This is an optimization exercise on Yosys and OpenROAD, whose aim is small area, a short achievable clock period and few clock cycles, not a production implementation. In this exercise RTL edits were held to simulation tests only and were not proved equivalent to the original. Power and IR drop assume default switching activity.

**design/flow/run.sh**
```bash
#!/bin/bash
# synth_recipe.tcl (not shown) runs the flow's synth.tcl, then flattens the netlist and writes it again
# the make line also repeats each setting of config.mk as NAME=value (left out here)
make -C /OpenROAD-flow-scripts/flow DESIGN_CONFIG=/design/flow/config.mk WORK_HOME=/design/flow/orfs CLKGATE_MAP_FILE= SYNTH_SCRIPT=/design/flow/synth_recipe.tcl finish
```
**design/flow/config.mk**
```make
export PLATFORM = sky130hd
export DESIGN_NAME = saes_core
export DESIGN_NICKNAME = saes_core
export VERILOG_FILES = /design/flow/design.v
export SDC_FILE = /design/flow/constraint.sdc
export NUM_CORES = 4
export LEC_CHECK = 0
export CAP_MARGIN = 20
export CORE_MARGIN = 2
export CORE_UTILIZATION = 40
export SLEW_MARGIN = 20
```
**design/flow/constraint.sdc**
```tcl
create_clock -name core_clock -period 12.0 [get_ports {clk}]
set_input_delay 2.4000 -clock core_clock [delete_from_list [all_inputs] [get_ports {clk}]]
set_output_delay 2.4000 -clock core_clock [all_outputs]
set_load 0.01 [all_outputs]
```
**design/flow/design.v**
```verilog
module saes_core (
    input  wire        clk,
    input  wire        rst,
    input  wire        bus_valid,
    input  wire        bus_write,
    input  wire [3:0]  bus_addr,
    input  wire [15:0] bus_wdata,
    output wire        bus_ready,
    output reg  [15:0] bus_rdata
);
    localparam [3:0] A_CMD    = 4'd0,
                     A_STATUS = 4'd1,
                     A_DIN    = 4'd2,
                     A_DOUT   = 4'd3,
                     A_KEY1   = 4'd4,
                     A_KEY2   = 4'd5,
                     A_KEY3   = 4'd6,
                     A_KEYLEN = 4'd7,
                     A_IV     = 4'd8,
                     A_CHAIN  = 4'd9,
                     A_PBUF   = 4'd10;
    localparam [4:0] OP_NOP     = 5'h00,
                     OP_GFMUL   = 5'h01,
                     OP_SUBNIB  = 5'h02,
                     OP_SUBBYTE = 5'h03,
                     OP_ROTNIB  = 5'h04,
                     OP_SUBNIBS = 5'h05,
                     OP_SHIFT   = 5'h06,
                     OP_MIXCOL  = 5'h07,
                     OP_ADDKEY  = 5'h08,
                     OP_KEYEXP  = 5'h09,
                     OP_ENC     = 5'h0A,
                     OP_DEC     = 5'h0B,
                     OP_DENC    = 5'h10,
                     OP_DDEC    = 5'h11,
                     OP_EDEENC  = 5'h12,
                     OP_EDEDEC  = 5'h13,
                     OP_EEEENC  = 5'h14,
                     OP_EEEDEC  = 5'h15,
                     OP_CBCEI   = 5'h18,
                     OP_CBCEB   = 5'h19,
                     OP_CBCEK   = 5'h1A,
                     OP_CBCEF   = 5'h1B,
                     OP_CBCDI   = 5'h1C,
                     OP_CBCDB   = 5'h1D,
                     OP_CBCDL   = 5'h1E;
    localparam [2:0] E_OK      = 3'd0,
                     E_KEYLEN  = 3'd1,
                     E_PADDING = 3'd2,
                     E_SEQ     = 3'd3,
                     E_ILLEGAL = 3'd4;
    localparam [1:0] M_IDLE = 2'd0,
                     M_ENC  = 2'd1,
                     M_DEC  = 2'd2;
    localparam [1:0] K_1 = 2'd0,
                     K_2 = 2'd1,
                     K_3 = 2'd2,
                     K_CBC = 2'd3;
    function [3:0] gf_mul;
        input [3:0] a;
        input [3:0] b;
        reg   [3:0] p;
        reg   [4:0] aa;
        integer i;
        begin
            p  = 4'd0;
            aa = {1'b0, a};
            for (i = 0; i < 4; i = i + 1) begin
                if (b[i]) p = p ^ aa[3:0];
                aa = {aa[3:0], 1'b0};
                if (aa[4]) aa = aa ^ 5'b10011;
            end
            gf_mul = p;
        end
    endfunction
    function [3:0] sbox; input [3:0] n; begin
        case (n[3:1]) 3'd0: sbox[0] = ~n[0]; 3'd1: sbox[0] = n[0]; 3'd2: sbox[0] = 1'b1; 3'd3: sbox[0] = n[0]; 3'd4: sbox[0] = 1'b0; 3'd5: sbox[0] = n[0]; 3'd6: sbox[0] = 1'b0; 3'd7: sbox[0] = 1'b1; endcase
        case (n[3:1]) 3'd0: sbox[1] = 1'b0; 3'd1: sbox[1] = 1'b1; 3'd2: sbox[1] = 1'b0; 3'd3: sbox[1] = 1'b0; 3'd4: sbox[1] = 1'b1; 3'd5: sbox[1] = n[0]; 3'd6: sbox[1] = n[0]; 3'd7: sbox[1] = 1'b1; endcase
        case (n[3:1]) 3'd0: sbox[2] = n[0]; 3'd1: sbox[2] = 1'b0; 3'd2: sbox[2] = ~n[0]; 3'd3: sbox[2] = n[0]; 3'd4: sbox[2] = ~n[0]; 3'd5: sbox[2] = 1'b0; 3'd6: sbox[2] = 1'b1; 3'd7: sbox[2] = 1'b1; endcase
        case (n[3:1]) 3'd0: sbox[3] = ~n[0]; 3'd1: sbox[3] = 1'b1; 3'd2: sbox[3] = ~n[0]; 3'd3: sbox[3] = ~n[0]; 3'd4: sbox[3] = 1'b0; 3'd5: sbox[3] = 1'b0; 3'd6: sbox[3] = 1'b1; 3'd7: sbox[3] = ~n[0]; endcase
    end endfunction
    function [3:0] sbox_inv; input [3:0] n; begin
        case (n[3:1]) 3'd0: sbox_inv[0] = n[0]; 3'd1: sbox_inv[0] = 1'b1; 3'd2: sbox_inv[0] = 1'b1; 3'd3: sbox_inv[0] = n[0]; 3'd4: sbox_inv[0] = 1'b0; 3'd5: sbox_inv[0] = n[0]; 3'd6: sbox_inv[0] = 1'b0; 3'd7: sbox_inv[0] = ~n[0]; endcase
        case (n[3:1]) 3'd0: sbox_inv[1] = ~n[0]; 3'd1: sbox_inv[1] = n[0]; 3'd2: sbox_inv[1] = n[0]; 3'd3: sbox_inv[1] = n[0]; 3'd4: sbox_inv[1] = ~n[0]; 3'd5: sbox_inv[1] = 1'b1; 3'd6: sbox_inv[1] = 1'b0; 3'd7: sbox_inv[1] = n[0]; endcase
        case (n[3:1]) 3'd0: sbox_inv[2] = n[0]; 3'd1: sbox_inv[2] = 1'b0; 3'd2: sbox_inv[2] = n[0]; 3'd3: sbox_inv[2] = n[0]; 3'd4: sbox_inv[2] = ~n[0]; 3'd5: sbox_inv[2] = 1'b0; 3'd6: sbox_inv[2] = 1'b1; 3'd7: sbox_inv[2] = 1'b1; endcase
        case (n[3:1]) 3'd0: sbox_inv[3] = ~n[0]; 3'd1: sbox_inv[3] = 1'b1; 3'd2: sbox_inv[3] = 1'b0; 3'd3: sbox_inv[3] = 1'b1; 3'd4: sbox_inv[3] = 1'b0; 3'd5: sbox_inv[3] = 1'b0; 3'd6: sbox_inv[3] = ~n[0]; 3'd7: sbox_inv[3] = 1'b1; endcase
    end endfunction
    function [15:0] sub_nibs;
        input [15:0] s;
        begin
            sub_nibs = {sbox(s[15:12]), sbox(s[11:8]), sbox(s[7:4]), sbox(s[3:0])};
        end
    endfunction
    function [15:0] sub_nibs_inv;
        input [15:0] s;
        begin
            sub_nibs_inv = {sbox_inv(s[15:12]), sbox_inv(s[11:8]),
                            sbox_inv(s[7:4]), sbox_inv(s[3:0])};
        end
    endfunction
    function [15:0] shift_rows;
        input [15:0] s;
        begin
            shift_rows = {s[15:8], s[3:0], s[7:4]};
        end
    endfunction
    function [15:0] mix_cols;
        input [15:0] s;
        begin
            mix_cols = {s[15:12] ^ gf_mul(4'h4, s[7:4]),
                        s[11:8]  ^ gf_mul(4'h4, s[3:0]),
                        gf_mul(4'h4, s[15:12]) ^ s[7:4],
                        gf_mul(4'h4, s[11:8])  ^ s[3:0]};
        end
    endfunction
    function [15:0] mix_cols_inv;
        input [15:0] s;
        begin
            mix_cols_inv = {gf_mul(4'h9, s[15:12]) ^ gf_mul(4'h2, s[7:4]),
                            gf_mul(4'h9, s[11:8])  ^ gf_mul(4'h2, s[3:0]),
                            gf_mul(4'h2, s[15:12]) ^ gf_mul(4'h9, s[7:4]),
                            gf_mul(4'h2, s[11:8])  ^ gf_mul(4'h9, s[3:0])};
        end
    endfunction
    reg [15:0] cmd_q;
    reg [15:0] din_q;
    reg [15:0] dout_q;      
    reg [15:0] key1_q, key2_q, key3_q;
    reg [2:0]  keylen_q;
    reg [15:0] iv_q;
    reg [15:0] chain_q;
    reg [7:0]  pbuf_q;
    reg [15:0] cbckey_q;
    reg [2:0]  err_q;
    reg [1:0]  outn_q;
    reg [1:0]  mode_q;
    reg        pbv_q;
    reg        busy_q;      
    reg [1:0]  pass_q;      
    wire [15:0] status_w = {8'h00, pbv_q, mode_q, outn_q, err_q};
    wire is_cmd_wr = bus_valid & bus_write & (bus_addr == A_CMD);
    wire reg_wr    = bus_valid & bus_write & (bus_addr != A_CMD);
    wire [4:0] wop = bus_wdata[4:0];
    wire slow_w = ((wop[4:3] == 2'b10) && !(wop[2] && wop[1])) ||           
                  ((wop == OP_CBCEF) && (mode_q == M_ENC)) ||
                  ((wop[4:2] == 3'b010) && (mode_q != M_IDLE));              
    wire [15:0] cw  = busy_q ? cmd_q : bus_wdata;
    wire [4:0]  op  = cw[4:0];
    wire        inv = cw[5];
    wire [1:0]  idx = cw[7:6];
    reg op_known;
    always @(*) begin
        case (op)
            OP_NOP, OP_GFMUL, OP_SUBNIB, OP_SUBBYTE, OP_ROTNIB, OP_SUBNIBS,
            OP_SHIFT, OP_MIXCOL, OP_ADDKEY, OP_KEYEXP, OP_ENC, OP_DEC,
            OP_DENC, OP_DDEC, OP_EDEENC, OP_EDEDEC, OP_EEEENC, OP_EEEDEC,
            OP_CBCEI, OP_CBCEB, OP_CBCEK, OP_CBCEF, OP_CBCDI, OP_CBCDB,
            OP_CBCDL: op_known = 1'b1;
            default:  op_known = 1'b0;
        endcase
    end
    wire inv_ok = !inv || (op == OP_SUBNIB) || (op == OP_SUBBYTE) ||
                  (op == OP_SUBNIBS) || (op == OP_MIXCOL);
    wire idx_ok = (idx == 2'd0) || ((op == OP_KEYEXP) && (idx != 2'd3));
    wire legal  = (cw[15:8] == 8'h00) && op_known && inv_ok && idx_ok;
    reg [1:0] keys_needed;
    always @(*) begin
        case (op)
            OP_ADDKEY, OP_KEYEXP, OP_ENC, OP_DEC,
            OP_CBCEI, OP_CBCDI:                  keys_needed = 2'd1;
            OP_DENC, OP_DDEC, OP_EDEENC, OP_EDEDEC: keys_needed = 2'd2;
            OP_EEEENC, OP_EEEDEC:                keys_needed = 2'd3;
            default:                             keys_needed = 2'd0;
        endcase
    end
    wire key_err = (keys_needed != 2'd0) && (keylen_q != {1'b0, keys_needed});
    reg seq_err;
    always @(*) begin
        case (op)
            OP_CBCEB, OP_CBCEF: seq_err = (mode_q != M_ENC);
            OP_CBCEK:           seq_err = (mode_q != M_ENC) || pbv_q;
            OP_CBCDB, OP_CBCDL: seq_err = (mode_q != M_DEC);
            default:            seq_err = 1'b0;
        endcase
    end
    wire cmd_ok = legal && !seq_err && !key_err;
    reg [1:0] last_pass;
    reg       pass_dec;     
    always @(*) begin
        last_pass = 2'd0;
        pass_dec  = 1'b0;
        case (op)
            OP_DEC:    pass_dec = 1'b1;
            OP_DENC:   last_pass = 2'd1;
            OP_DDEC: begin
                last_pass = 2'd1;
                pass_dec  = 1'b1;
            end
            OP_EDEENC: begin
                last_pass = 2'd2;
                pass_dec  = (pass_q == 2'd1);
            end
            OP_EDEDEC: begin
                last_pass = 2'd2;
                pass_dec  = (pass_q != 2'd1);
            end
            OP_EEEENC: last_pass = 2'd2;
            OP_EEEDEC: begin
                last_pass = 2'd2;
                pass_dec  = 1'b1;
            end
            OP_CBCDB, OP_CBCDL: pass_dec = 1'b1;
            default: ;
        endcase
    end
    wire [4:0] cop = cmd_q[4:0];
    reg  [1:0] pass_key;
    always @(*) begin
        case (cop)
            OP_DENC:   pass_key = (pass_q == 2'd0) ? K_1 : K_2;
            OP_DDEC:   pass_key = (pass_q == 2'd0) ? K_2 : K_1;
            OP_EDEENC,
            OP_EDEDEC: pass_key = (pass_q == 2'd1) ? K_2 : K_1;
            OP_EEEENC: pass_key = (pass_q == 2'd0) ? K_1 : (pass_q == 2'd1) ? K_2 : K_3;
            OP_EEEDEC: pass_key = (pass_q == 2'd0) ? K_3 : (pass_q == 2'd1) ? K_2 : K_1;
            OP_CBCEF:  pass_key = K_CBC;
            default:   pass_key = K_1;
        endcase
    end
    reg [15:0] key_sel;
    always @(*) begin
        if (busy_q) begin
            case (pass_key)
                K_1:     key_sel = key1_q;
                K_2:     key_sel = key2_q;
                K_3:     key_sel = key3_q;
                default: key_sel = cbckey_q;
            endcase
        end else begin
            key_sel = (mode_q == M_IDLE) ? key1_q : cbckey_q;
        end
    end
    wire [7:0]  kw1 = key_sel[7:0];
    wire [7:0]  kw2 = key_sel[15:8] ^ 8'h80 ^ {sbox(kw1[3:0]), sbox(kw1[7:4])};
    wire [7:0]  kw3 = kw2 ^ kw1;
    wire [7:0]  kw4 = kw2 ^ 8'h30 ^ {sbox(kw3[3:0]), sbox(kw3[7:4])};
    wire [7:0]  kw5 = kw4 ^ kw3;
    wire [15:0] rk0 = key_sel;
    wire [15:0] rk1 = {kw2, kw3};
    wire [15:0] rk2 = {kw4, kw5};
    wire [15:0] cbc_in  = (pbv_q ? {pbuf_q, din_q[7:0]} : din_q) ^ chain_q;
    wire [15:0] cbc_pad = (pbv_q ? {pbuf_q, 8'h01} : 16'h0202) ^ chain_q;
    wire [15:0] e_in = busy_q ? dout_q : ((mode_q == M_ENC) ? cbc_in : din_q);
    wire [15:0] e_a  = e_in ^ rk0;
    wire [15:0] e_b  = mix_cols(shift_rows(sub_nibs(e_a))) ^ rk1;
    wire [15:0] e_out = shift_rows(sub_nibs(e_b)) ^ rk2;
    wire [15:0] d_in = busy_q ? dout_q : din_q;
    wire [15:0] d_b  = sub_nibs_inv(shift_rows(d_in ^ rk2)) ^ rk1;
    wire [15:0] d_out = sub_nibs_inv(shift_rows(mix_cols_inv(d_b))) ^ rk0;
    wire [15:0] pass_res  = pass_dec ? d_out : e_out;
    wire [15:0] cbc_plain = d_out ^ chain_q;
    reg [15:0] simple_res;
    always @(*) begin
        case (op)
            OP_GFMUL:   simple_res = {12'h000, gf_mul(din_q[7:4], din_q[3:0])};
            OP_SUBNIB:  simple_res = {12'h000, inv ? sbox_inv(din_q[3:0]) : sbox(din_q[3:0])};
            OP_SUBBYTE: simple_res = {8'h00, inv ? sub_nibs_inv(din_q) : sub_nibs(din_q)} & 16'h00FF;
            OP_ROTNIB:  simple_res = {8'h00, din_q[3:0], din_q[7:4]};
            OP_SUBNIBS: simple_res = inv ? sub_nibs_inv(din_q) : sub_nibs(din_q);
            OP_SHIFT:   simple_res = shift_rows(din_q);
            OP_MIXCOL:  simple_res = inv ? mix_cols_inv(din_q) : mix_cols(din_q);
            OP_ADDKEY:  simple_res = e_a;
            default:    simple_res = (idx == 2'd0) ? rk0 : (idx == 2'd1) ? rk1 : rk2;   
        endcase
    end
    wire first_done = (mode_q == M_IDLE) &&
                      ((op == OP_DENC) || (op == OP_EDEENC) || (op == OP_EDEDEC) ||
                       (op == OP_EEEENC));
    wire [15:0] st_init = (op == OP_CBCEF) ? cbc_pad : din_q;
    wire finish = busy_q && ((pass_q == last_pass) || !cmd_ok);
    wire start  = is_cmd_wr && !busy_q;
    wire start_slow = start && slow_w;
    wire act    = is_cmd_wr && (busy_q ? finish : !slow_w);
    assign bus_ready = !is_cmd_wr || (busy_q ? finish : !slow_w);
    always @(*) begin
        case (bus_addr)
            A_CMD:    bus_rdata = cmd_q;
            A_STATUS: bus_rdata = status_w;
            A_DIN:    bus_rdata = din_q;
            A_DOUT:   bus_rdata = dout_q;
            A_KEY1:   bus_rdata = key1_q;
            A_KEY2:   bus_rdata = key2_q;
            A_KEY3:   bus_rdata = key3_q;
            A_KEYLEN: bus_rdata = {13'h0000, keylen_q};
            A_IV:     bus_rdata = iv_q;
            A_CHAIN:  bus_rdata = chain_q;
            A_PBUF:   bus_rdata = {8'h00, pbuf_q};
            default:  bus_rdata = 16'h0000;
        endcase
    end
    always @(posedge clk) begin
        if (rst) begin
            cmd_q    <= 16'h0000;
            din_q    <= 16'h0000;
            dout_q   <= 16'h0000;
            key1_q   <= 16'h0000;
            key2_q   <= 16'h0000;
            key3_q   <= 16'h0000;
            keylen_q <= 3'd0;
            iv_q     <= 16'h0000;
            chain_q  <= 16'h0000;
            pbuf_q   <= 8'h00;
            cbckey_q <= 16'h0000;
            err_q    <= E_OK;
            outn_q   <= 2'd0;
            mode_q   <= M_IDLE;
            pbv_q    <= 1'b0;
            busy_q   <= 1'b0;
            pass_q   <= 2'd0;
        end else begin
            if (reg_wr) begin
                case (bus_addr)
                    A_DIN:    din_q    <= bus_wdata;
                    A_KEY1:   key1_q   <= bus_wdata;
                    A_KEY2:   key2_q   <= bus_wdata;
                    A_KEY3:   key3_q   <= bus_wdata;
                    A_KEYLEN: keylen_q <= bus_wdata[2:0];
                    A_IV:     iv_q     <= bus_wdata;
                    default: ;
                endcase
            end
            if (start)
                cmd_q <= bus_wdata;
            if (start_slow) begin
                busy_q <= 1'b1;
                if (cmd_ok) begin
                    dout_q <= first_done ? pass_res : st_init;
                    pass_q <= first_done ? 2'd1 : 2'd0;
                end
            end else if (busy_q && !finish) begin
                dout_q <= pass_res;
                pass_q <= pass_q + 2'd1;
            end
            if (act) begin
                busy_q <= 1'b0;
                pass_q <= 2'd0;
                if (!legal) begin
                    err_q  <= E_ILLEGAL;
                    outn_q <= 2'd0;
                end else if (seq_err) begin
                    err_q  <= E_SEQ;
                    outn_q <= 2'd0;
                end else if (key_err) begin
                    err_q  <= E_KEYLEN;
                    outn_q <= 2'd0;
                end else begin
                    err_q <= E_OK;
                    case (op)
                        OP_NOP: ;
                        OP_CBCEI, OP_CBCDI: begin
                            cbckey_q <= key1_q;
                            chain_q  <= iv_q;
                            pbv_q    <= 1'b0;
                            pbuf_q   <= 8'h00;
                            mode_q   <= (op == OP_CBCEI) ? M_ENC : M_DEC;
                            outn_q   <= 2'd0;
                        end
                        OP_CBCEB, OP_CBCEK, OP_CBCEF: begin
                            if (op == OP_CBCEB && !pbv_q) begin    
                                pbuf_q <= din_q[7:0];
                                pbv_q  <= 1'b1;
                                outn_q <= 2'd0;
                            end else begin
                                chain_q <= e_out;
                                dout_q  <= e_out;
                                outn_q  <= 2'd2;
                                pbv_q   <= 1'b0;
                                pbuf_q  <= 8'h00;
                                if (op == OP_CBCEF)
                                    mode_q <= M_IDLE;
                            end
                        end
                        OP_CBCDB: begin
                            chain_q <= din_q;
                            dout_q  <= cbc_plain;
                            outn_q  <= 2'd2;
                        end
                        OP_CBCDL: begin
                            chain_q <= din_q;
                            mode_q  <= M_IDLE;
                            if (cbc_plain[7:0] == 8'h01) begin
                                dout_q <= {cbc_plain[15:8], 8'h00};
                                outn_q <= 2'd1;
                            end else if (cbc_plain == 16'h0202) begin
                                dout_q <= 16'h0000;
                                outn_q <= 2'd0;
                            end else begin
                                dout_q <= 16'h0000;
                                outn_q <= 2'd0;
                                err_q  <= E_PADDING;
                            end
                        end
                        OP_ENC, OP_DEC, OP_DENC, OP_DDEC, OP_EDEENC, OP_EDEDEC,
                        OP_EEEENC, OP_EEEDEC: begin
                            dout_q <= pass_res;
                            outn_q <= 2'd2;
                        end
                        default: begin
                            dout_q <= simple_res;
                            outn_q <= 2'd2;
                        end
                    endcase
                end
            end
        end
    end
endmodule
```
==> out/results.tsv, run 1 <==
metric	value	unit
vias in the first global route	19600	
postcts setup bufs	0	
clock transition at the registers of the reported paths	70	ps
share of cells above drive strength 1	0.0793	
Worst setup EP type	output pin	
initial antenna violation count	2	
share of flip-flops with an asynchronous set or reset	0	
routed len/inst	29.6	microns
Worst Min Path Start	din_q[0]$_SDFFE_PP0P_	
nets	2622	
final wirelength	94.7	mm
first drt pass iteration count	5	
initial core utilization	0.404	
cell chain of the critical path	clkdlybuf4s50_1 -> mux2i_1 -> buf_4 -> nand2_1 -> nor2_1 -> o21ai_0 -> a311oi_1 -> and3_1 -> nand2_1 -> nand2_1 -> nand2b_1 -> clkdlybuf4s50_1	
Yosys reg bits	166	
Antenna Cells	0	
CP Launch Point	bus_wdata[1]	
Pwr Density	109	nW/um^2
worst path bufs/invs	3	
endpoints failing setup	0	
most common cell in the netlist	nand2_1	
Post-DP Area	19800	sq um
max-slew violations	0	
Primary FF master, synth	dfxtp_1	
total negative slack	0	ps
Least-Margin Pin Slew	1220	ps
Worst Path Class, Setup	input pin to output pin	
post_cts resized	0	
Ports	41	
clock period minus final worst setup slack	9380	ps
first-pass GRT wire length	135	mm
ratio of final minimum period to clock period	0.782	
maximum clock frequency	107	MHz
Synth Cell Area	18800	sq um
Die Ht	221	microns
IR drop worst, VDD	83.6	uV
most frequent cells after synthesis	nand2_1 (417), a21oi_1 (255), nor2_1 (198)	
Die Span X	221	microns
die outline area	48700	sq um
max_cap viols	0	
cts hold-fix bufs	0	
DR DRC count	0	
Max Clock Skew	17.5	ps
remaining global-route overflow	0	
RSZ-0062 raised after global routing	false	
cts bufs inserted	17	
Final Cell Area	20500	sq um
Root Buffer	clkbuf_16	
Layout area overhead	9.00	%
critical path arrival	6980	ps
total track usage	0.383	
Post-synth EDFFs	0	
run status	timing/DRC/antenna clean	
crit path max-delay cell type	clkdlybuf4s50_1	
Worst Hold Depth	2	
Antenna Nets Post-Route	0	
Fin. Hold Viols	0	
sequential fraction of the synthesis area	0.177	
Synth cell types	111	
DR vias	21500	
CP Max Fanout	13	
delay-heaviest family, CP	buffers and inverters	
yosys warns	1	
DR iter-0 viols	2924	
P_leak	6.63	nW
CTS tree	yes	
core area	46500	sq um
hold crit path type	flop to flop	
Startpoint Class	input pin	
top cell type's share of synthesized area	0.177	
Skew-Pair Late Insertion Delay	460	ps
Avg Vias per Cell	6.70	
Slew HR	0.186	
mean post-synth cell area	7.08	sq um
Detail Placement HPWL	72.2	mm
CTS Sinks	166	
Final Hold Slack	462	ps
GPL Wtd Cong	1.04	
largest area contributor in the netlist	dfxtp_1	
Stages on worst setup path	12	
Cells after Synth	2651	
CTS Buffer Depth	2	
largest net degree at the start of global routing	64	
top area cells in the synthesized netlist	dfxtp_1 (18%), xnor2_1 (9.1%), nand2_1 (8.3%), a21oi_1 (6.8%), mux2i_1 (4.0%)	
pre-CTS setup slack	2830	ps
worst r2r src	pass_q[1]$_SDFFE_PP0P_	
Worst Path Required	9600	ps
Port-buffer cells	40	
syn nets	2689	
deepest level of the CTS H-tree	4	
Worst Slack Setup Final	2620	ps
Rows	79	
most frequent CP cell	nand2_1	
slowest cell delay on critical path	960	ps
worst reg-to-reg path cell count	24	
[routing by layer]
layer,global-route usage,wire length (microns),up-vias
met2,0.576,40000,1264
met4,0.238,6740,4
li1,-,-,9634
met3,0.0691,9360,266
met5,0,24,-
met1,0.506,38600,10300
[layout by cell type, fill, tap and decap left out, types with 14 or more instances in the layout]
master | Yosys | layout
a211oi_1 | 38 | 36
a211o_1 | 15 | 15
nand3_1 | 84 | 84
xnor2_1 | 196 | 195
buf_4 | 3 | 67
nor3_1 | 58 | 53
inv_1 | 35 | 35
o211ai_1 | 34 | 34
o221ai_1 | 15 | 15
and3_1 | 20 | 20
nand2_1 | 417 | 417
dfxtp_1 | 166 | 165
a31oi_1 | 24 | 24
ha_1 | 14 | 14
nand2b_1 | 22 | 22
o21ai_0 | 146 | 145
clkbuf_16 | 0 | 17
o21ai_1 | 17 | 18
nor2_1 | 198 | 194
a221oi_1 | 43 | 43
a21oi_1 | 255 | 255
mux2_2 | 19 | 19
clkdlybuf4s50_1 | 0 | 39
mux2i_1 | 75 | 72
nand4_1 | 17 | 17
xor2_1 | 71 | 71
nor2b_1 | 17 | 17
a22oi_1 | 95 | 95
and2_1 | 33 | 33
o22ai_1 | 31 | 30
o31ai_1 | 17 | 17
[registers in the layout (all words and copies together), names as in the netlist, 3 cells and up]
signal	count
key2_q	16
iv_q	16
key3_q	16
key1_q	16
din_q	16
cmd_q	16
keylen_q	3
dout_q	16
chain_q	16
cbckey_q	16
pbuf_q	8
err_q	3
[stage by stage]
| step | power (mW) | instances | util |
|---|---|---|---|
| detailed placement | 1.59 | 3172 | 0.426 |
| CTS | 2.19 | 3204 | 0.440 |
| floorplan | 1.31 | 2651 | - |
| global route | 2.30 | 3204 | 0.440 |
| finish | 2.22 | 3204 | 0.440 |
| global placement | 1.58 | 3171 | 0.426 |
[cells by family after synthesis]
group	Yosys count	synth area share
AO/OA/AOI/OAI	905	0.329
multiplexers	94	0.0514
flip-flops	166	0.177
buffers and inverters	230	0.0483
AND/OR/NAND/NOR	946	0.230
XOR/XNOR	292	0.152
adder cells (fa/ha/maj)	18	0.0115
[final cells by class]
| cell class | count | area (sq um) |
|---|---|---|
| Multi-Input combinational cell | 2255 | 14700 |
| Clock inverter | 15 | 204 |
| Clock buffer | 17 | 425 |
| Fill cell | 4846 | 26000 |
| Timing Repair Buffer | 107 | 905 |
| Sequential cell | 166 | 3330 |
| Tap cell | 607 | 759 |
| Inverter | 37 | 139 |
[power by group]
| group | total [mW] | internal (mW) | switching, mW |
|---|---|---|---|
| Sequential | 0.557 | 0.552 | 0.00436 |
| Clock | 0.602 | 0.303 | 0.298 |
| Combinational | 1.06 | 0.374 | 0.687 |
[tightest hold or removal path: cells and delay by family, from the launching register on]
kind	cells	cell delay (ps)
compound gates	1	50
flops	1	310
simple gates	1	50
[final timing paths]
check	slack (ps)	to
worst max-delay path	2620	bus_ready
worst min-delay path	460	din_q[0]$_SDFFE_PP0P_
worst max register to register	2710	err_q[1]$_SDFFE_PP0P_
worst min register to register	460	din_q[0]$_SDFFE_PP0P_
Testbench counts, summed over its fixed seeds: cycles 20,015.
==> inputs of run 2 (changes only) <==
--- a/design/flow/design.v
+++ b/design/flow/design.v
@@ -141,8 +141,17 @@
     wire is_cmd_wr = bus_valid & bus_write & (bus_addr == A_CMD);
     wire reg_wr    = bus_valid & bus_write & (bus_addr != A_CMD);
+    wire [15:0] wd_r = rst ? 16'h0000 : bus_wdata;
     wire [4:0] wop = bus_wdata[4:0];
-    wire slow_w = ((wop[4:3] == 2'b10) && !(wop[2] && wop[1])) ||           
-                  ((wop == OP_CBCEF) && (mode_q == M_ENC)) ||
-                  ((wop[4:2] == 3'b010) && (mode_q != M_IDLE));              
+    reg slow_w;
+    always @(*) begin
+        case (wop)
+            OP_SUBNIB, OP_SUBBYTE, OP_SUBNIBS, OP_MIXCOL, OP_ADDKEY, OP_KEYEXP,
+            OP_DENC, OP_DDEC, OP_EDEENC, OP_EDEDEC, OP_EEEENC, OP_EEEDEC:
+                slow_w = 1'b1;
+            OP_ENC, OP_DEC: slow_w = (mode_q != M_IDLE);
+            OP_CBCEF:       slow_w = (mode_q == M_ENC);
+            default:        slow_w = 1'b0;
+        endcase
+    end
     wire [15:0] cw  = busy_q ? cmd_q : bus_wdata;
     wire [4:0]  op  = cw[4:0];
@@ -192,4 +201,5 @@
         case (op)
             OP_DEC:    pass_dec = 1'b1;
+            OP_MIXCOL: last_pass = 2'd1;
             OP_DENC:   last_pass = 2'd1;
             OP_DDEC: begin
@@ -214,16 +224,23 @@
         endcase
     end
-    wire [4:0] cop = cmd_q[4:0];
-    reg  [1:0] pass_key;
+    localparam [2:0] PK_1 = 3'd0, PK_2 = 3'd1, PK_3 = 3'd2, PK_CBC = 3'd3,
+                     PK_Z = 3'd4, PK_C1 = 3'd5, PK_C2 = 3'd6;
+    wire [4:0] cop  = cmd_q[4:0];
+    wire       cinv = cmd_q[5];
+    reg  [2:0] pass_key;
     always @(*) begin
         case (cop)
-            OP_DENC:   pass_key = (pass_q == 2'd0) ? K_1 : K_2;
-            OP_DDEC:   pass_key = (pass_q == 2'd0) ? K_2 : K_1;
+            OP_DENC:   pass_key = (pass_q == 2'd0) ? PK_1 : PK_2;
+            OP_DDEC:   pass_key = (pass_q == 2'd0) ? PK_2 : PK_1;
             OP_EDEENC,
-            OP_EDEDEC: pass_key = (pass_q == 2'd1) ? K_2 : K_1;
-            OP_EEEENC: pass_key = (pass_q == 2'd0) ? K_1 : (pass_q == 2'd1) ? K_2 : K_3;
-            OP_EEEDEC: pass_key = (pass_q == 2'd0) ? K_3 : (pass_q == 2'd1) ? K_2 : K_1;
-            OP_CBCEF:  pass_key = K_CBC;
-            default:   pass_key = K_1;
+            OP_EDEDEC: pass_key = (pass_q == 2'd1) ? PK_2 : PK_1;
+            OP_EEEENC: pass_key = (pass_q == 2'd0) ? PK_1 : (pass_q == 2'd1) ? PK_2 : PK_3;
+            OP_EEEDEC: pass_key = (pass_q == 2'd0) ? PK_3 : (pass_q == 2'd1) ? PK_2 : PK_1;
+            OP_CBCEF:  pass_key = PK_CBC;
+            OP_SUBNIB, OP_SUBBYTE, OP_SUBNIBS:
+                       pass_key = cinv ? PK_C1 : PK_Z;
+            OP_MIXCOL: pass_key = cinv ? ((pass_q == 2'd0) ? PK_C2 : PK_C1)
+                                       : ((pass_q == 2'd0) ? PK_C1 : PK_Z);
+            default:   pass_key = PK_1;
         endcase
     end
@@ -232,8 +249,11 @@
         if (busy_q) begin
             case (pass_key)
-                K_1:     key_sel = key1_q;
-                K_2:     key_sel = key2_q;
-                K_3:     key_sel = key3_q;
-                default: key_sel = cbckey_q;
+                PK_1:    key_sel = key1_q;
+                PK_2:    key_sel = key2_q;
+                PK_3:    key_sel = key3_q;
+                PK_CBC:  key_sel = cbckey_q;
+                PK_C1:   key_sel = 16'h09A9;
+                PK_C2:   key_sel = 16'hA900;
+                default: key_sel = 16'h0000;
             endcase
         end else begin
@@ -249,27 +269,43 @@
     wire [15:0] rk1 = {kw2, kw3};
     wire [15:0] rk2 = {kw4, kw5};
-    wire [15:0] cbc_in  = (pbv_q ? {pbuf_q, din_q[7:0]} : din_q) ^ chain_q;
-    wire [15:0] cbc_pad = (pbv_q ? {pbuf_q, 8'h01} : 16'h0202) ^ chain_q;
-    wire [15:0] e_in = busy_q ? dout_q : ((mode_q == M_ENC) ? cbc_in : din_q);
-    wire [15:0] e_a  = e_in ^ rk0;
-    wire [15:0] e_b  = mix_cols(shift_rows(sub_nibs(e_a))) ^ rk1;
-    wire [15:0] e_out = shift_rows(sub_nibs(e_b)) ^ rk2;
-    wire [15:0] d_in = busy_q ? dout_q : din_q;
-    wire [15:0] d_b  = sub_nibs_inv(shift_rows(d_in ^ rk2)) ^ rk1;
-    wire [15:0] d_out = sub_nibs_inv(shift_rows(mix_cols_inv(d_b))) ^ rk0;
+    wire        ef_run  = (cop == OP_CBCEF);
+    wire [7:0]  cbc_lo  = busy_q ? 8'h01 : din_q[7:0];
+    wire [15:0] cbc_blk = pbv_q ? {pbuf_q, cbc_lo} : (busy_q ? 16'h0202 : din_q);
+    wire [15:0] cbc_in  = cbc_blk ^ chain_q;
+    wire [15:0] e_in  = busy_q ? (ef_run ? cbc_in : dout_q)
+                               : ((mode_q == M_ENC) ? cbc_in : din_q);
+    wire [15:0] e_a   = e_in ^ rk0;
+    wire [15:0] e_t   = shift_rows(sub_nibs(e_a));
+    wire [15:0] e_m   = mix_cols(e_t);
+    wire [15:0] e_out = shift_rows(sub_nibs(e_m ^ rk1)) ^ rk2;
+    wire [15:0] d_in  = busy_q ? dout_q : din_q;
+    wire [15:0] d_s   = sub_nibs_inv(shift_rows(d_in ^ rk2));
+    wire [15:0] d_m   = mix_cols_inv(d_s ^ rk1);
+    wire [15:0] d_out = sub_nibs_inv(shift_rows(d_m)) ^ rk0;
     wire [15:0] pass_res  = pass_dec ? d_out : e_out;
     wire [15:0] cbc_plain = d_out ^ chain_q;
-    reg [15:0] simple_res;
+    wire [15:0] sub_res = cinv ? shift_rows(d_s) : e_t;
+    reg [15:0] res;
+    always @(*) begin
+        case (op)
+            OP_GFMUL:   res = {12'h000, gf_mul(din_q[7:4], din_q[3:0])};
+            OP_SUBNIB:  res = {12'h000, sub_res[3:0]};
+            OP_SUBBYTE: res = {8'h00, sub_res[7:0]};
+            OP_SUBNIBS: res = sub_res;
+            OP_ROTNIB:  res = {8'h00, din_q[3:0], din_q[7:4]};
+            OP_SHIFT:   res = shift_rows(din_q);
+            OP_MIXCOL:  res = cinv ? d_m : e_m;
+            OP_ADDKEY:  res = e_a;
+            OP_KEYEXP:  res = (idx == 2'd0) ? e_a : (idx == 2'd1) ? rk1 : rk2;
+            default:    res = pass_res;
+        endcase
+    end
+    reg [15:0] st_init;
     always @(*) begin
         case (op)
-            OP_GFMUL:   simple_res = {12'h000, gf_mul(din_q[7:4], din_q[3:0])};
-            OP_SUBNIB:  simple_res = {12'h000, inv ? sbox_inv(din_q[3:0]) : sbox(din_q[3:0])};
-            OP_SUBBYTE: simple_res = {8'h00, inv ? sub_nibs_inv(din_q) : sub_nibs(din_q)} & 16'h00FF;
-            OP_ROTNIB:  simple_res = {8'h00, din_q[3:0], din_q[7:4]};
-            OP_SUBNIBS: simple_res = inv ? sub_nibs_inv(din_q) : sub_nibs(din_q);
-            OP_SHIFT:   simple_res = shift_rows(din_q);
-            OP_MIXCOL:  simple_res = inv ? mix_cols_inv(din_q) : mix_cols(din_q);
-            OP_ADDKEY:  simple_res = e_a;
-            default:    simple_res = (idx == 2'd0) ? rk0 : (idx == 2'd1) ? rk1 : rk2;   
+            OP_SUBNIB, OP_SUBBYTE, OP_SUBNIBS, OP_MIXCOL:
+                     st_init = inv ? din_q : shift_rows(din_q);
+            OP_KEYEXP: st_init = 16'h0000;
+            default: st_init = din_q;
         endcase
     end
@@ -277,9 +313,9 @@
                       ((op == OP_DENC) || (op == OP_EDEENC) || (op == OP_EDEDEC) ||
                        (op == OP_EEEENC));
-    wire [15:0] st_init = (op == OP_CBCEF) ? cbc_pad : din_q;
-    wire finish = busy_q && ((pass_q == last_pass) || !cmd_ok);
-    wire start  = is_cmd_wr && !busy_q;
+    wire [15:0] st_mid = (cop == OP_MIXCOL) ? (cinv ? e_t : shift_rows(d_s)) : pass_res;
+    wire finish     = busy_q && ((pass_q == last_pass) || !cmd_ok);
+    wire start      = is_cmd_wr && !busy_q;
     wire start_slow = start && slow_w;
-    wire act    = is_cmd_wr && (busy_q ? finish : !slow_w);
+    wire act        = is_cmd_wr && (busy_q ? finish : !slow_w);
     assign bus_ready = !is_cmd_wr || (busy_q ? finish : !slow_w);
     always @(*) begin
@@ -300,13 +336,15 @@
     end
     always @(posedge clk) begin
+        if (rst || (reg_wr && bus_addr == A_DIN))    din_q    <= wd_r;
+        if (rst || (reg_wr && bus_addr == A_KEY1))   key1_q   <= wd_r;
+        if (rst || (reg_wr && bus_addr == A_KEY2))   key2_q   <= wd_r;
+        if (rst || (reg_wr && bus_addr == A_KEY3))   key3_q   <= wd_r;
+        if (rst || (reg_wr && bus_addr == A_KEYLEN)) keylen_q <= wd_r[2:0];
+        if (rst || (reg_wr && bus_addr == A_IV))     iv_q     <= wd_r;
+        if (rst || start)                            cmd_q    <= wd_r;
+    end
+    always @(posedge clk) begin
         if (rst) begin
-            cmd_q    <= 16'h0000;
-            din_q    <= 16'h0000;
             dout_q   <= 16'h0000;
-            key1_q   <= 16'h0000;
-            key2_q   <= 16'h0000;
-            key3_q   <= 16'h0000;
-            keylen_q <= 3'd0;
-            iv_q     <= 16'h0000;
             chain_q  <= 16'h0000;
             pbuf_q   <= 8'h00;
@@ -319,17 +357,4 @@
             pass_q   <= 2'd0;
         end else begin
-            if (reg_wr) begin
-                case (bus_addr)
-                    A_DIN:    din_q    <= bus_wdata;
-                    A_KEY1:   key1_q   <= bus_wdata;
-                    A_KEY2:   key2_q   <= bus_wdata;
-                    A_KEY3:   key3_q   <= bus_wdata;
-                    A_KEYLEN: keylen_q <= bus_wdata[2:0];
-                    A_IV:     iv_q     <= bus_wdata;
-                    default: ;
-                endcase
-            end
-            if (start)
-                cmd_q <= bus_wdata;
             if (start_slow) begin
                 busy_q <= 1'b1;
@@ -339,5 +364,5 @@
                 end
             end else if (busy_q && !finish) begin
-                dout_q <= pass_res;
+                dout_q <= st_mid;
                 pass_q <= pass_q + 2'd1;
             end
@@ -401,11 +426,6 @@
                             end
                         end
-                        OP_ENC, OP_DEC, OP_DENC, OP_DDEC, OP_EDEENC, OP_EDEDEC,
-                        OP_EEEENC, OP_EEEDEC: begin
-                            dout_q <= pass_res;
-                            outn_q <= 2'd2;
-                        end
                         default: begin
-                            dout_q <= simple_res;
+                            dout_q <= res;
                             outn_q <= 2'd2;
                         end
==> out/results.tsv, run 2 <==
metric	value	unit	change
run status	timing/DRC/antenna clean		
Filler Cells Inserted	4569		-5.7%
post_cts resized	0		unchanged
sequential fraction of the synthesis area	0.238		+0.0608
postcts setup bufs	0		unchanged
Least-Margin Pin Slew	1220	ps	-0.468 ps
clock transition at the registers of the reported paths	80	ps	about the same
Worst Min Path Start	pbuf_q[1]$_SDFFE_PP0P_		
CP Launch Point	pass_q[0]$_SDFFE_PP0P_		
endpoints failing setup	0		unchanged
Ports	41		unchanged
RR Endpoint	dout_q[9]$_SDFF_PP0_		
most frequent cells after synthesis	nor2_1 (234), nand2_1 (231), xnor2_1 (172)		
worst path bufs/invs	1		-2
vias in the first global route	18200		-7.0%
clock period minus final worst setup slack	9820	ps	+436 ps
yosys warns	1		unchanged
total negative slack	0	ps	unchanged
hold crit path type	flop to flop		
total track usage	0.371		-0.0122
syn nets	2316		-14%
largest net degree at the start of global routing	58		-9.4%
first-pass GRT wire length	128	mm	-5.3%
Avg Vias per Cell	7.00		+4.5%
Root Buffer	clkbuf_16		
Worst setup EP type	flop		
CTS Buffer Depth	2		unchanged
most frequent CP cell	a21oi_1		
worst r2r src	pass_q[0]$_SDFFE_PP0P_		
initial core utilization	0.402		-0.00173
Fin. Hold Viols	0		unchanged
initial antenna violation count	1		-1
cts bufs inserted	17		unchanged
Worst Path Required	12360	ps	+2760 ps
Port-buffer cells	40		unchanged
Synth cell types	113		+1.8%
Cells after Synth	2289		-14%
crit path max-delay cell type	a221oi_1		
Worst Slack Setup Final	2180	ps	-436 ps
Yosys reg bits	166		unchanged
Slew HR	0.166		-0.0207
CTS Sinks	166		unchanged
DR vias	20200		-5.9%
Antenna Nets Post-Route	0		unchanged
mean post-synth cell area	7.92	sq um	+12%
core area	45100	sq um	-2.9%
slowest cell delay on critical path	900	ps	-60 ps
Skew-Pair Late Insertion Delay	470	ps	about the same
Rows	78		-1.3%
Detail Placement HPWL	68.2	mm	-5.4%
top area cells in the synthesized netlist	edfxtp_1 (16%), xnor2_1 (8.3%), dfxtp_1 (7.4%), mux2i_1 (5.1%), nor2_1 (4.8%)		
IR drop worst, VDD	444	uV	+430%
Die Ht	217	microns	-1.7%
final wirelength	89.4	mm	-5.6%
Startpoint Class	flop		
commonest non-fill, non-tap cell in the layout	nand2_1		
Die Span X	217	microns	-1.7%
max_cap viols	0		unchanged
top cell type's share of synthesized area	0.164		-0.0132
delay-heaviest family, CP	simple AND/OR/NAND/NOR gates		
flop2flop setup slack	2180	ps	-530 ps
ratio of final minimum period to clock period	0.818		+0.0363
Worst Path Class, Setup	flop to flop		
cts hold-fix bufs	0		unchanged
deepest level of the CTS H-tree	4		unchanged
Placed Cells	2851		-10%
worst reg-to-reg path cell count	26		+8.3%
most common cell in the netlist	nor2_1		
share of flip-flops with an asynchronous set or reset	0		unchanged
Max Clock Skew	14.4	ps	-3.04 ps
die outline area	47000	sq um	-3.3%
nets	2298		-12%
remaining global-route overflow	0		unchanged
commonest cells after routing, fill and taps aside	nand2_1 (231), nor2_1 (230), xnor2_1 (172)		
Hold Crit Endpoint	pbuf_q[1]$_SDFFE_PP0P_		
share of cells above drive strength 1	0.0919		+0.0126
Final Hold Slack	513	ps	+51.7 ps
maximum clock frequency	102	MHz	-4.4%
first drt pass iteration count	6		+1
CTS tree	yes		
largest area contributor in the netlist	edfxtp_1		
Worst Hold Depth	2		unchanged
CP Max Fanout	13		unchanged
max-slew violations	0		unchanged
DR iter-0 viols	3421		+17%
Primary FF master, synth	edfxtp_1		
Layout area overhead	9.50	%	
Synth Cell Area	18100	sq um	-3.4%
GPL Wtd Cong	1.13		+8.9%
pre-CTS setup slack	2620	ps	-213 ps
P_leak	6.86	nW	+3.5%
Post-synth EDFFs	99		+99
DR DRC count	0		unchanged
critical path arrival	10180	ps	+3200 ps
Pwr Density	343	nW/um^2	+220%
final cell count without fillers	2885		-10%
routed len/inst	31.0	microns	+4.8%
RSZ-0062 raised after global routing	false		
run 2: changes by cell type after synthesis, moves of 36 or more:
cell	change
a21oi_1	-91
edfxtp_1	+99
nor2_1	+36
nand2_1	-186
clkbuf_1	-56
dfxtp_1	-99
run 2: layer usage:
| metal | GRT usage | vias up | wire length, microns |
|---|---|---|---|
| met1 | 0.487 | 9678 | 35200 |
| met3 | 0.0766 | 307 | 9930 |
| met4 | 0.231 | 2 | 6700 |
| li1 | - | 8643 | - |
| met5 | 0.0125 | - | 61 |
| met2 | 0.555 | 1563 | 37500 |
run 2: worst max path at each step:
stage,end,slack (ps),depth (start not counted)
6_report,dout_q[9]$_SDFF_PP0_,2180,26
5_1_grt,dout_q[9]$_SDFF_PP0_,1890,26
4_1_cts,bus_ready,2610,12
3_5_place_dp,bus_ready,2620,12
3_3_place_gp,bus_ready,2640,12
2_1_floorplan,dout_q[14]$_SDFF_PP0_,4950,29
run 2: logic make-up after synthesis:
| family | Yosys count | synth area share |
|---|---|---|
| and+or+nand+nor | 787 | 0.206 |
| AOI/OAI and AO/OA | 784 | 0.300 |
| xor gates and xnor gates | 260 | 0.146 |
| muxes | 118 | 0.0672 |
| adders and majority gates | 6 | 0.00380 |
| buffers and inverters | 168 | 0.0384 |
| DFF | 166 | 0.238 |
run 2: worst min-delay path, stage by stage, from the launching register on:
cell and delay (ps):
dfxtp_1 330, o21ai_0 80, a21oi_1 60
run 2: power breakdown:
| part | switching, mW | total, mW | internal (mW) |
|---|---|---|---|
| clock | 0.294 | 0.576 | 0.283 |
| sequential | 0.0398 | 0.677 | 0.637 |
| combinational | 3.67 | 5.56 | 1.88 |
run 2: through the flow:
stage	utilization	power (mW)	cell area, sq um
after global placement	0.427	5.91	19200
after CTS	0.440	6.55	19800
final	0.440	6.81	19900
after floorplan	-	4.36	18100
after detailed placement	0.427	5.96	19200
after global routing	0.440	7.05	19900
run 2: area by class of cell:
cell class                      count  area (sq um)  area share
Sequential cell                   166          4320       0.217
Multi-Input combinational cell   1955         13200       0.665
Tap cell                          600           751      0.0378
Inverter                           29           109     0.00548
Timing Repair Buffer              102           861      0.0434
Clock inverter                     15           181     0.00914
Antenna cell                        1          2.50    0.000126
Clock buffer                       17           425      0.0214
Testbench counts of run 2, summed over its fixed seeds: cycles 20,091.
==> inputs of run 3 (changes only) <==
--- a/design/flow/design.v
+++ b/design/flow/design.v
@@ -138,4 +138,5 @@
     reg        busy_q;      
     reg [1:0]  pass_q;      
+    reg        fin_q;       
     wire [15:0] status_w = {8'h00, pbv_q, mode_q, outn_q, err_q};
     wire is_cmd_wr = bus_valid & bus_write & (bus_addr == A_CMD);
@@ -143,15 +144,7 @@
     wire [15:0] wd_r = rst ? 16'h0000 : bus_wdata;
     wire [4:0] wop = bus_wdata[4:0];
-    reg slow_w;
-    always @(*) begin
-        case (wop)
-            OP_SUBNIB, OP_SUBBYTE, OP_SUBNIBS, OP_MIXCOL, OP_ADDKEY, OP_KEYEXP,
-            OP_DENC, OP_DDEC, OP_EDEENC, OP_EDEDEC, OP_EEEENC, OP_EEEDEC:
-                slow_w = 1'b1;
-            OP_ENC, OP_DEC: slow_w = (mode_q != M_IDLE);
-            OP_CBCEF:       slow_w = (mode_q == M_ENC);
-            default:        slow_w = 1'b0;
-        endcase
-    end
+    wire fast_w = (wop[4] & wop[3] & ~(wop[1] & wop[0])) |
+                  (~wop[4] & wop[3] & ~wop[2] & wop[1] & (mode_q == M_IDLE));
+    wire slow_w = ~fast_w;
     wire [15:0] cw  = busy_q ? cmd_q : bus_wdata;
     wire [4:0]  op  = cw[4:0];
@@ -313,10 +306,12 @@
                       ((op == OP_DENC) || (op == OP_EDEENC) || (op == OP_EDEDEC) ||
                        (op == OP_EEEENC));
+    wire keeps_dout = (op == OP_NOP) || (op == OP_CBCEI) || (op == OP_CBCDI) ||
+                      (op == OP_CBCEB && !pbv_q);
     wire [15:0] st_mid = (cop == OP_MIXCOL) ? (cinv ? e_t : shift_rows(d_s)) : pass_res;
-    wire finish     = busy_q && ((pass_q == last_pass) || !cmd_ok);
+    wire finish     = busy_q && fin_q;
     wire start      = is_cmd_wr && !busy_q;
     wire start_slow = start && slow_w;
     wire act        = is_cmd_wr && (busy_q ? finish : !slow_w);
-    assign bus_ready = !is_cmd_wr || (busy_q ? finish : !slow_w);
+    assign bus_ready = !is_cmd_wr || (busy_q ? fin_q : fast_w);
     always @(*) begin
         case (bus_addr)
@@ -356,18 +351,22 @@
             busy_q   <= 1'b0;
             pass_q   <= 2'd0;
+            fin_q    <= 1'b0;
         end else begin
             if (start_slow) begin
                 busy_q <= 1'b1;
-                if (cmd_ok) begin
+                fin_q  <= !cmd_ok || (last_pass == (first_done ? 2'd1 : 2'd0));
+                if (cmd_ok && !keeps_dout)
                     dout_q <= first_done ? pass_res : st_init;
+                if (cmd_ok)
                     pass_q <= first_done ? 2'd1 : 2'd0;
-                end
             end else if (busy_q && !finish) begin
                 dout_q <= st_mid;
                 pass_q <= pass_q + 2'd1;
+                fin_q  <= (pass_q + 2'd1 == last_pass);
             end
             if (act) begin
                 busy_q <= 1'b0;
                 pass_q <= 2'd0;
+                fin_q  <= 1'b0;
                 if (!legal) begin
                     err_q  <= E_ILLEGAL;
--- a/design/flow/config.mk
+++ b/design/flow/config.mk
@@ -9,3 +9,4 @@
 export CORE_MARGIN = 2
 export CORE_UTILIZATION = 40
+export SETUP_SLACK_MARGIN = 5
 export SLEW_MARGIN = 20
==> out/results.tsv, run 3 <==
metric	value	unit	change
clock period minus final worst setup slack	7260	ps	-2560 ps
largest area contributor in the netlist	edfxtp_1		
Antenna Nets Post-Route	0		unchanged
Detail Placement HPWL	72.9	mm	+6.8%
RSZ-0062 raised after global routing	true		
final wirelength	101	mm	+13%
clock group share of total power	0.066		-0.019
max-slew violations	0		unchanged
worst path bufs/invs	2		+1
share of cells above drive strength 1	0.275		+0.183
sw frac	0.547		-0.0408
DR iter-0 viols	3409		-0.35%
initial antenna violation count	4		+3
yosys warns	1		unchanged
most frequent cells after synthesis	nand2_1 (303), nor2_1 (188), a21oi_1 (183)		
initial core utilization	0.403		+0.000774
top area cells in the synthesized netlist	edfxtp_1 (16%), dfxtp_1 (7.3%), xnor2_1 (7.3%), nand2_1 (6.1%), a21oi_1 (4.9%)		
Die Ht	220	microns	+1.4%
Fin. Hold Viols	0		unchanged
Rows	79		+1.3%
post-synthesis compound-gate area fraction	0.322		+0.0214
Worst Slack Setup Final	4740	ps	+2560 ps
total negative slack	0	ps	unchanged
Filler Cells Inserted	4187		-8.4%
Synth Area in XOR/XNOR	0.136		-0.00974
DR DRC count	0		unchanged
commonest non-fill, non-tap cell in the layout	nand2_1		
share of flip-flops with an asynchronous set or reset	0		unchanged
Root Buffer	clkbuf_16		
crit path max-delay cell type	or3_2		
Seq pwr share	0.078		-0.021
Worst setup EP type	flop		
Worst Path Required	12380	ps	+20 ps
top cell type's share of synthesized area	0.160		-0.00446
first drt pass iteration count	7		+1
Pwr Density	363	nW/um^2	+5.8%
largest family of logic cells by synthesized area	compound AO/OA/AOI/OAI gates		
endpoints failing setup	0		unchanged
P_leak	8.73	nW	+27%
Final Hold Slack	477	ps	-36.6 ps
Die Span X	220	microns	+1.4%
sequential fraction of the synthesis area	0.233		-0.00540
Layout area overhead	32.1	%	
total track usage	0.406		+0.0353
CTS Sinks	167		+0.60%
Yosys reg bits	167		+0.60%
mux contribution to synthesized area	0.0441		-0.0231
Synth Cell Area	18600	sq um	+2.8%
DR vias	22400		+11%
Synth cell types	122		+8.0%
cell chain of the critical path	clkdlybuf4s50_1 -> mux2i_2 -> nand2_1 -> or3_2 -> nand2_1 -> o211ai_1 -> or2_2 -> inv_1 -> nand2_1 -> nor2_2 -> nand2_2 -> nor2_1 -> a221oi_2 -> and2_1 -> a31oi_1 -> nand3b_1 -> o221a_2 -> a22o_1 -> a311oi_1		
Max Clock Skew	18.4	ps	+3.96 ps
Startpoint Class	input pin		
P_sw	4.89	mW	+22%
Port-buffer cells	40		unchanged
Internal	4.04	mW	+44%
most frequent CP cell	nand2_1		
IR drop worst, VDD	283	uV	-36%
Skew-Pair Late Insertion Delay	470	ps	about the same
CTS tree	yes		
first-pass GRT wire length	142	mm	+11%
delay-heaviest family, CP	simple AND/OR/NAND/NOR gates		
run status	timing/DRC/antenna clean		
Avg Vias per Cell	6.99		-0.19%
syn nets	2407		+3.9%
Synth Area in Adders	0.00255		-0.00124
vias in the first global route	20200		+11%
most common cell in the netlist	nand2_1		
ratio of final minimum period to clock period	0.605		-0.213
core area	46300	sq um	+2.6%
Synth Area in Simple Gates	0.225		+0.0184
slowest cell delay on critical path	740	ps	-160 ps
pre-CTS setup slack	2560	ps	-61.5 ps
max_cap viols	0		unchanged
clock transition at the registers of the reported paths	90	ps	about the same
remaining global-route overflow	0		unchanged
CP Max Fanout	14		+1
critical path arrival	7640	ps	-2540 ps
Worst Path Class, Setup	input pin to flop		
GPL Wtd Cong	1.03		-9.1%
nets	2604		+13%
Combinational Power Share	0.856		+0.040
Ports	41		unchanged
commonest cells after routing, fill and taps aside	nand2_1 (295), buf_4 (246), nor2_1 (175)		
Cells after Synth	2380		+4.0%
Post-synth EDFFs	99		unchanged
Primary FF master, synth	edfxtp_1		
mean post-synth cell area	7.83	sq um	-1.1%
hold crit path type	flop to flop		
cts bufs inserted	17		unchanged
die outline area	48300	sq um	+2.7%
largest net degree at the start of global routing	65		+12%
CTS Buffer Depth	2		unchanged
post-layout util	0.532		+0.0919
Slew HR	0.221		+0.0554
Least-Margin Pin Slew	1160	ps	-57.0 ps
maximum clock frequency	138	MHz	+35%
deepest level of the CTS H-tree	4		unchanged
routed len/inst	31.6	microns	+2.0%
-- run 3: changes by cell type after synthesis, moves of 11 or more --
cell	before	now
a31oi_1	28	39
o211ai_1	30	56
nor2_1	234	188
a311oi_1	19	8
a211oi_1	63	37
mux2i_1	93	56
a21oi_1	164	183
nand2_1	231	303
xnor2_1	172	155
-- run 3: final timing paths --
path / from / end / slack, ps / cells past startpoint
hold reg to reg: cbckey_q[13]$_SDFFE_PP0P_ / cbckey_q[13]$_SDFFE_PP0P_ / 480 / 2
setup reg to reg: cmd_q[4]$_DFFE_PP_ / dout_q[10]$_SDFF_PP0_ / 4750 / 29
setup / recovery: bus_wdata[4] / dout_q[9]$_SDFF_PP0_ / 4740 / 19
hold / removal: cbckey_q[13]$_SDFFE_PP0P_ / cbckey_q[13]$_SDFFE_PP0P_ / 480 / 2
-- run 3: logic make-up (layout without fill, tap and decap cells) --
family                     after synthesis  count (layout)
buffers and inverters                  170             378
and+or+nand+nor                        860             861
muxes                                   79              79
adders and majority gates                4               4
xor gates and xnor gates               246             246
DFF                                    167             167
other                                    0               3
AOI/OAI and AO/OA                      854             855
-- run 3: stage by stage --
stage,total power [mW],cells,cell area [sq um]
2_1_floorplan,4.47,2380,18600
3_3_place_gp,6.04,2933,19600
3_5_place_dp,6.06,2933,19600
4_1_cts,7.78,3106,23000
5_1_grt,9.23,3197,24600
6_report,8.94,3200,24600
-- run 3: final cells by class --
type / count / area [sq um] / share of cell area
Antenna cell: 3 / 7.51 / 0.000305
Clock buffer: 17 / 425 / 0.0173
Clock inverter: 15 / 199 / 0.00808
Inverter: 25 / 97.6 / 0.00396
Multi-Input combinational cell: 2045 / 16000 / 0.650
Sequential cell: 167 / 4340 / 0.176
Tap cell: 607 / 759 / 0.0308
Timing Repair Buffer: 321 / 2790 / 0.113
-- run 3: power groups by stage --
| stage | Clock [mW] | Combinational, mW | Sequential, mW |
|---|---|---|---|
| after global routing | 0.614 | 7.92 | 0.694 |
| after global placement | 0 | 5.33 | 0.706 |
| after detailed placement | 0 | 5.36 | 0.705 |
| after CTS | 0.591 | 6.50 | 0.691 |
| final | 0.591 | 7.65 | 0.696 |
| after floorplan | 0 | 3.81 | 0.669 |
-- run 3: repair_timing --
| action | 4_1_cts | 5_1_grt |
|---|---|---|
| buffers inserted | 139 | 91 |
| resized for setup | 284 | 174 |
| setup endpoints to repair | 51 | 33 |
| hold endpoints to repair | 0 | 0 |
| hold buffers | 0 | 0 |
| pin swaps | 86 | 77 |
| cloned | 2 | 0 |
-- run 3: per-layer routing --
layer | up-vias | share of wire | GRT usage
met1 | 10700 | 0.36 | 0.495
met2 | 1761 | 0.43 | 0.620
met3 | 455 | 0.12 | 0.109
met5 | - | 0.00023 | 0
li1 | 9473 | - | -
met4 | 4 | 0.088 | 0.286
-- run 3: tightest hold or removal path: stages, from the launching register on --
cell     delay, ps
dfxtp_1        320
nand2_1         60
a21oi_1         50
Testbench counts of run 3, summed over its fixed seeds: cycles 20,102.

-- port drivers added, routing unchanged --
The results above use ideal ports. As a check the final layouts listed here were re-extracted and re-timed, cells and wires unchanged.
Step 1 sets driving cells, clkbuf_16 on the clock port and buf_2 on the other inputs (assumed; they add their load-dependent delay and slew).
Step 2 moves the port delays by t, midway between the first and last clock arrival at a register: inputs arrive t later, outputs are due t later. That takes back most of the time a late clock gives input paths.
a / b / c = ideal / step 1 / step 2; a / b = the first two.
| run | t (ns) | setup slack, ns | latest minus earliest clock arrival (ns) |
|---|---|---|---|
| run 1 | 0.507 | 2.616 / 2.594 / 2.594 | 0.017 / 0.018 |
| run 2 | 0.515 | 2.180 / 2.180 / 2.180 | 0.014 / 0.014 |
| run 3 | 0.516 | 4.740 / 4.750 / 4.246 | 0.018 / 0.019 |
After both steps setup and hold are still met in every run listed. The setup slack of run 3, which loses most, moves by +0.010 ns with the drivers and by -0.494 ns with both steps.
